This design comes from an exercise in tuning for small area, a short achievable clock period and few clock cycles on the open sky130 flow, not from production work. RTL that was checked went through simulation tests only; none was proved equivalent to the original. Power and IR drop assume default switching activity.

==> flow/design.v <==
module sprite_render (
    input  wire        clk,
    input  wire        rst,
    input  wire        start,
    output wire        busy,
    output reg         done,
    input  wire [2:0]  cfg_grid_w_m1,    
    input  wire [2:0]  cfg_grid_h_m1,    
    input  wire [2:0]  cfg_fb_tx_m1,     
    input  wire [2:0]  cfg_fb_ty_m1,     
    input  wire        cfg_gated,        
    input  wire [10:0] cfg_spr_off,      
    input  wire [10:0] cfg_anim_off,     
    output reg         tbl_re,
    output reg         tbl_we,
    output reg  [10:0] tbl_addr,
    output reg  [7:0]  tbl_wdata,
    input  wire [7:0]  tbl_rdata,
    output reg         def_re,
    output reg  [13:0] def_addr,
    input  wire [7:0]  def_rdata,
    output reg         fb_we,
    output reg  [11:0] fb_addr,
    output reg  [7:0]  fb_wdata
);
    reg busy_r;
    assign busy = busy_r;
    wire accept = start && !busy_r;
    localparam T_IDLE  = 5'd0;
    localparam T_START = 5'd1;    
    localparam T_RA    = 5'd2;    
    localparam T_RS    = 5'd3;    
    localparam T_CD    = 5'd4;    
    localparam T_RN    = 5'd5;    
    localparam T_RK    = 5'd6;    
    localparam T_CK    = 5'd7;    
    localparam T_RSP   = 5'd8;    
    localparam T_RFC   = 5'd9;    
    localparam T_CFC   = 5'd10;   
    localparam T_ADV   = 5'd11;   
    localparam T_WFC   = 5'd12;   
    localparam T_RD    = 5'd13;   
    localparam T_RN2   = 5'd14;   
    localparam T_CN    = 5'd15;   
    localparam T_WE    = 5'd16;   
    reg [4:0]  tstate;
    reg        te_fin;       
    reg [10:0] ea;           
    reg [2:0]  tcol, trow;   
    reg [5:0]  trb;          
    reg        r_gated;      
    reg [9:0]  r_a;          
    reg [7:0]  r_spr;        
    reg [5:0]  r_k;          
    reg        r_ge;         
    reg        rec_valid;    
    reg  t_wrap;             
    reg  t_last;             
    reg  t_clipx, t_clipy;   
    wire        t_adv = (tstate == T_WE) && !t_last && !rec_valid;    
    reg         a_step;      
    wire [10:0] a_inc  = tbl_addr + {10'd0, a_step};
    wire [10:0] ea_p2  = {ea[10:1] + 10'd1, ea[0]};                   
    reg  [10:0] a_next;
    always @* begin
        case (tstate)
            T_START:      a_next = cfg_spr_off;
            T_RS:         a_next = cfg_anim_off;
            T_CD, T_RD:   a_next = a_d;
            T_CK, T_CN:   a_next = ea;
            T_WFC:        a_next = r_ge ? cfg_anim_off : ea;
            T_WE:         a_next = ea_p2;
            default:      a_next = a_inc;
        endcase
    end
    wire [10:0] a_d   = tbl_addr + {1'b0, r_a} + {10'd0, r_gated && tstate == T_CD};
    wire        fc_ge = (tbl_rdata >= tbl_wdata);
    reg        pe_fin;       
    reg        v1;           
    reg [2:0]  p_xo;         
    reg        p_clipx;
    reg [2:0]  p_rhi;        
    reg [5:0]  p_row;        
    reg        p_last;       
    reg        p_wrap;       
    reg [2:0]  p_hi;         
    reg [3:0]  p_py;         
    reg [11:0] fb_a1;        
    wire [2:0] rr = def_addr[5:3];
    wire [2:0] cc = def_addr[2:0];
    wire [2:0] chi = p_clipx ? ~p_xo : 3'd7;
    wire       row_end  = (cc == p_hi);
    wire       tile_end = row_end && (rr == p_rhi);
    wire       take = rec_valid && (!def_re || tile_end);
    wire [3:0] px = {1'b0, p_xo} + {1'b0, cc};
    wire [3:0] py = p_py;
    wire [2:0] n_xo  = r_k[2:0];
    wire [2:0] n_yo  = r_k[5:3];
    wire [2:0] pl    = p_py[2:0];
    wire       r_in  = p_py[3] ? ({1'b0, pl} + 4'd2 <= {1'b0, n_yo})
                               : (({1'b0, pl} + 4'd1 >= {1'b0, n_yo}) && !(pl == 3'd7 && n_yo == 3'd0));
    wire       r_cov = rec_valid && r_in && (n_xo < p_xo);
    wire [2:0] r_cut = n_xo + ~p_xo;                        
    wire [2:0] hi1   = p_wrap ? chi : (r_cov ? r_cut : 3'd7);
    always @(posedge clk) begin
        if (rst) begin
            busy_r    <= 1'b0;
            done      <= 1'b0;
            tstate    <= T_IDLE;
            a_step    <= 1'b0;
            tbl_re    <= 1'b0;
            tbl_we    <= 1'b0;
            rec_valid <= 1'b0;
            te_fin    <= 1'b0;
            pe_fin    <= 1'b0;
            def_re    <= 1'b0;
            v1        <= 1'b0;
            fb_we     <= 1'b0;
        end else begin
            done <= 1'b0;
            if (accept) begin
                busy_r <= 1'b1;
                te_fin <= 1'b0;
                pe_fin <= 1'b0;
            end else if (busy_r && te_fin && pe_fin && !def_re && !v1) begin
                busy_r <= 1'b0;
                done   <= 1'b1;
            end
            tbl_re <= 1'b0;
            tbl_we <= 1'b0;
            a_step <= 1'b0;
            case (tstate)
                T_IDLE:  if (accept) tstate <= T_START;
                T_START: begin tbl_re <= 1'b1; a_step <= 1'b1; tstate <= T_RA; end
                T_RA:    begin tbl_re <= 1'b1; tstate <= T_RS; end
                T_RS:    tstate <= T_CD;
                T_CD:    begin tbl_re <= 1'b1; a_step <= 1'b1; tstate <= r_gated ? T_RK : T_RN; end
                T_RN:    begin tbl_re <= 1'b1; a_step <= 1'b1; tstate <= T_RK; end
                T_RK: begin
                    if (r_gated) begin
                        tbl_re <= 1'b1;
                        a_step <= 1'b1;
                        tstate <= T_RSP;
                    end else begin
                        tstate <= T_CK;
                    end
                end
                T_CK:    begin rec_valid <= 1'b1; tbl_we <= 1'b1; tstate <= T_WE; end
                T_RSP:   begin rec_valid <= 1'b1; tbl_re <= 1'b1; tstate <= T_RFC; end
                T_RFC:   tstate <= T_CFC;
                T_CFC:   tstate <= T_ADV;
                T_ADV:   begin tbl_we <= 1'b1; tstate <= T_WFC; end
                T_WFC:   tstate <= r_ge ? T_RD : T_WE;
                T_RD:    begin tbl_re <= 1'b1; tstate <= T_RN2; end
                T_RN2:   tstate <= T_CN;
                T_CN:    begin tbl_we <= 1'b1; tstate <= T_WE; end
                T_WE: begin
                    if (t_last) begin
                        te_fin <= 1'b1;
                        tstate <= T_IDLE;
                    end else if (!rec_valid) begin
                        tbl_re <= 1'b1;
                        a_step <= 1'b1;
                        tstate <= T_RA;
                    end
                end
                default: tstate <= T_IDLE;
            endcase
            if (take)
                rec_valid <= 1'b0;
            if (take)
                def_re <= 1'b1;
            else if (def_re && tile_end)
                def_re <= 1'b0;
            if (def_re && tile_end && !take && p_last)
                pe_fin <= 1'b1;
            v1    <= def_re;
            fb_we <= v1;
        end
    end
    always @(posedge clk) begin
        case (tstate)
            T_START: begin
                ea       <= cfg_spr_off;
                r_gated  <= cfg_gated;
                tcol     <= 3'd0;
                trow     <= 3'd0;
                trb      <= 6'd0;
            end
            T_RS:  r_a <= r_gated ? {tbl_rdata, 2'b00} : {1'b0, tbl_rdata, 1'b0};
            T_CD:  r_spr <= tbl_rdata;
            T_CK, T_RSP: begin
                r_k      <= tbl_rdata[5:0];
                r_spr    <= r_spr + {6'd0, tbl_rdata[7:6]};
            end
            T_CFC: r_ge <= fc_ge;
            T_WE: begin
                if (t_adv) begin
                    ea <= ea_p2;
                    if (t_wrap) begin
                        tcol <= 3'd0;
                        trow <= trow + 3'd1;
                        trb  <= trb + {3'd0, cfg_fb_tx_m1} + 6'd1;
                    end else begin
                        tcol <= tcol + 3'd1;
                    end
                end
            end
            default: ;
        endcase
        tbl_addr <= a_next;
        if ((tstate == T_RK) || (tstate == T_RFC) || (tstate == T_CFC) || (tstate == T_CN))
            tbl_wdata <= tbl_rdata;
        else if ((tstate == T_ADV) && r_ge)
            tbl_wdata <= 8'd0;
        else
            tbl_wdata <= tbl_wdata + {7'd0, tstate == T_ADV};
        t_wrap  <= (tcol == cfg_grid_w_m1);
        t_last  <= (tcol == cfg_grid_w_m1) && (trow == cfg_grid_h_m1);
        t_clipx <= (tcol == cfg_fb_tx_m1);
        t_clipy <= (trow == cfg_fb_ty_m1);
        if (take) begin
            def_addr[13:6] <= r_spr;
            p_xo     <= r_k[2:0];
            p_clipx  <= t_clipx;
            p_rhi    <= t_clipy ? ~r_k[5:3] : 3'd7;
            p_last   <= t_last;
            p_wrap   <= t_wrap;
            p_hi     <= t_clipx ? ~r_k[2:0] : 3'd7;
        end else if (row_end) begin
            p_hi     <= hi1;
        end
        if (take) begin
            def_addr[5:0] <= 6'd0;
            p_py          <= {1'b0, r_k[5:3]};
            p_row         <= trb + {3'd0, tcol};
        end else begin
            def_addr[5:3] <= rr + {2'd0, row_end};
            def_addr[2:0] <= row_end ? 3'd0 : cc + 3'd1;
            if (row_end) begin
                p_py <= p_py + 4'd1;
                if (py[2:0] == 3'd7)
                    p_row <= p_row + {3'd0, cfg_fb_tx_m1} + 6'd1;
            end
        end
        fb_a1    <= {p_row + {5'd0, px[3]}, py[2:0], px[2:0]};
        fb_addr  <= fb_a1;
        fb_wdata <= def_rdata;
    end
endmodule
clock: 6.5 ns
lec_check: 0
cap_margin: 20
core_margin: 2
core_utilization: 60
cts_buf_list: sky130_fd_sc_hd__clkbuf_4 sky130_fd_sc_hd__clkbuf_8
setup_slack_margin: 4.2
slew_margin: 20
standard.sh (not shown) runs the stock make flow with config.mk's settings and CLKGATE_MAP_FILE= SYNTH_SCRIPT=/design/flow/synth_recipe.tcl, a recipe that flattens the netlist after the stock synthesis.
==> flow/flow/run.sh <==
#!/bin/bash
# Standard layout, with plain buffers (buf_1) on the ports instead of the
# resizer's default choice. Every tool's output goes to flow.log here, and
# ORFS keeps each step's log under orfs/logs/.
set -euo pipefail
export BUFFER_PORTS_ARGS="-buffer_cell sky130_fd_sc_hd__buf_1"
bash standard.sh > flow.log 2>&1
Testbench counts at the start, summed over its fixed seeds: cycles 95,757.
Rerun with:
--- a/flow/design.v
+++ b/flow/design.v
@@ -55,13 +55,13 @@
     reg        r_ge;         
     reg        rec_valid;    
     reg  t_wrap;             
     reg  t_last;             
     reg  t_clipx, t_clipy;   
     wire        t_adv = (tstate == T_WE) && !t_last && !rec_valid;    
-    reg         a_step;      
+    wire        a_step = (tstate == T_RA) || (tstate == T_RN) || (tstate == T_RK) || (tstate == T_RSP);
     wire [10:0] a_inc  = tbl_addr + {10'd0, a_step};
     wire [10:0] ea_p2  = {ea[10:1] + 10'd1, ea[0]};                   
     reg  [10:0] a_next;
     always @* begin
         case (tstate)
             T_START:      a_next = cfg_spr_off;
@@ -104,13 +104,12 @@
     wire [2:0] hi1   = p_wrap ? chi : (r_cov ? r_cut : 3'd7);
     always @(posedge clk) begin
         if (rst) begin
             busy_r    <= 1'b0;
             done      <= 1'b0;
             tstate    <= T_IDLE;
-            a_step    <= 1'b0;
             tbl_re    <= 1'b0;
             tbl_we    <= 1'b0;
             rec_valid <= 1'b0;
             te_fin    <= 1'b0;
             pe_fin    <= 1'b0;
             def_re    <= 1'b0;
@@ -125,24 +124,22 @@
             end else if (busy_r && te_fin && pe_fin && !def_re && !v1) begin
                 busy_r <= 1'b0;
                 done   <= 1'b1;
             end
             tbl_re <= 1'b0;
             tbl_we <= 1'b0;
-            a_step <= 1'b0;
             case (tstate)
                 T_IDLE:  if (accept) tstate <= T_START;
-                T_START: begin tbl_re <= 1'b1; a_step <= 1'b1; tstate <= T_RA; end
+                T_START: begin tbl_re <= 1'b1; tstate <= T_RA; end
                 T_RA:    begin tbl_re <= 1'b1; tstate <= T_RS; end
                 T_RS:    tstate <= T_CD;
-                T_CD:    begin tbl_re <= 1'b1; a_step <= 1'b1; tstate <= r_gated ? T_RK : T_RN; end
-                T_RN:    begin tbl_re <= 1'b1; a_step <= 1'b1; tstate <= T_RK; end
+                T_CD:    begin tbl_re <= 1'b1; tstate <= r_gated ? T_RK : T_RN; end
+                T_RN:    begin tbl_re <= 1'b1; tstate <= T_RK; end
                 T_RK: begin
                     if (r_gated) begin
                         tbl_re <= 1'b1;
-                        a_step <= 1'b1;
                         tstate <= T_RSP;
                     end else begin
                         tstate <= T_CK;
                     end
                 end
                 T_CK:    begin rec_valid <= 1'b1; tbl_we <= 1'b1; tstate <= T_WE; end
@@ -157,13 +154,12 @@
                 T_WE: begin
                     if (t_last) begin
                         te_fin <= 1'b1;
                         tstate <= T_IDLE;
                     end else if (!rec_valid) begin
                         tbl_re <= 1'b1;
-                        a_step <= 1'b1;
                         tstate <= T_RA;
                     end
                 end
                 default: tstate <= T_IDLE;
             endcase
             if (take)
@@ -186,17 +182,26 @@
                 tcol     <= 3'd0;
                 trow     <= 3'd0;
                 trb      <= 6'd0;
             end
             T_RS:  r_a <= r_gated ? {tbl_rdata, 2'b00} : {1'b0, tbl_rdata, 1'b0};
             T_CD:  r_spr <= tbl_rdata;
+            T_RK:  tbl_wdata <= tbl_rdata;         
             T_CK, T_RSP: begin
                 r_k      <= tbl_rdata[5:0];
                 r_spr    <= r_spr + {6'd0, tbl_rdata[7:6]};
             end
-            T_CFC: r_ge <= fc_ge;
+            T_RFC: tbl_wdata <= tbl_rdata;         
+            T_CFC: begin
+                r_ge      <= fc_ge;
+                tbl_wdata <= tbl_rdata;
+            end
+            T_ADV: begin
+                tbl_wdata <= r_ge ? 8'd0 : tbl_wdata + 8'd1;
+            end
+            T_CN:  tbl_wdata <= tbl_rdata;
             T_WE: begin
                 if (t_adv) begin
                     ea <= ea_p2;
                     if (t_wrap) begin
                         tcol <= 3'd0;
                         trow <= trow + 3'd1;
@@ -206,18 +211,12 @@
                     end
                 end
             end
             default: ;
         endcase
         tbl_addr <= a_next;
-        if ((tstate == T_RK) || (tstate == T_RFC) || (tstate == T_CFC) || (tstate == T_CN))
-            tbl_wdata <= tbl_rdata;
-        else if ((tstate == T_ADV) && r_ge)
-            tbl_wdata <= 8'd0;
-        else
-            tbl_wdata <= tbl_wdata + {7'd0, tstate == T_ADV};
         t_wrap  <= (tcol == cfg_grid_w_m1);
         t_last  <= (tcol == cfg_grid_w_m1) && (trow == cfg_grid_h_m1);
         t_clipx <= (tcol == cfg_fb_tx_m1);
         t_clipy <= (trow == cfg_fb_ty_m1);
         if (take) begin
             def_addr[13:6] <= r_spr;
@@ -234,17 +233,14 @@
             def_addr[5:0] <= 6'd0;
             p_py          <= {1'b0, r_k[5:3]};
             p_row         <= trb + {3'd0, tcol};
         end else begin
             def_addr[5:3] <= rr + {2'd0, row_end};
             def_addr[2:0] <= row_end ? 3'd0 : cc + 3'd1;
-            if (row_end) begin
-                p_py <= p_py + 4'd1;
-                if (py[2:0] == 3'd7)
-                    p_row <= p_row + {3'd0, cfg_fb_tx_m1} + 6'd1;
-            end
+            p_py          <= p_py + {3'd0, row_end};
+            p_row         <= p_row + ((row_end && py[2:0] == 3'd7) ? {3'd0, cfg_fb_tx_m1} + 6'd1 : 6'd0);
         end
         fb_a1    <= {p_row + {5'd0, px[3]}, py[2:0], px[2:0]};
         fb_addr  <= fb_a1;
         fb_wdata <= def_rdata;
     end
 endmodule
The changed run went through all stages and came out clean; worst setup slack degrades by 190 ps; non-clock buffer count climbs by 30; total power came out higher by 52%; die area rises by 0.78%; via count rose by 4.4%; clock power goes down by 10%.
For the second run of this note, only the layout was checked, not whether the RTL still works.

==> afterwards: timing with drivers on the ports <==
No port has a modelled driver above. Below, the same layouts with a new extraction and two added sets of constraints.
Step 1 assumes that a clkbuf_16 drives the clock port and a buf_2 every other input.
Step 2 times the ports against the registers' clock, not the clock port: input delays grow and output delays shrink by t, the midpoint of the rising clock arrivals with the driver on.
Slacks: ideal ports / drivers / drivers and shift; pairs: ideal ports / drivers.
| run | t, ns | setup WS [ns] | worst setup path at the end | worst register clock-pin slew, ns | pins driven straight from the clock port |
|---|---|---|---|---|---|
| the first run | 0.499 | 4.180 / 4.180 / 3.760 | input to register | 0.10 / 0.10 | 1 |
| the second run | 0.488 | 3.991 / 3.991 / 3.563 | input to register | 0.09 / 0.09 | 1 |
After both steps every run listed still meets setup and hold. The setup slack of the second run, which loses most, moves by 0.000 ns with the drivers and by -0.428 ns with both steps.
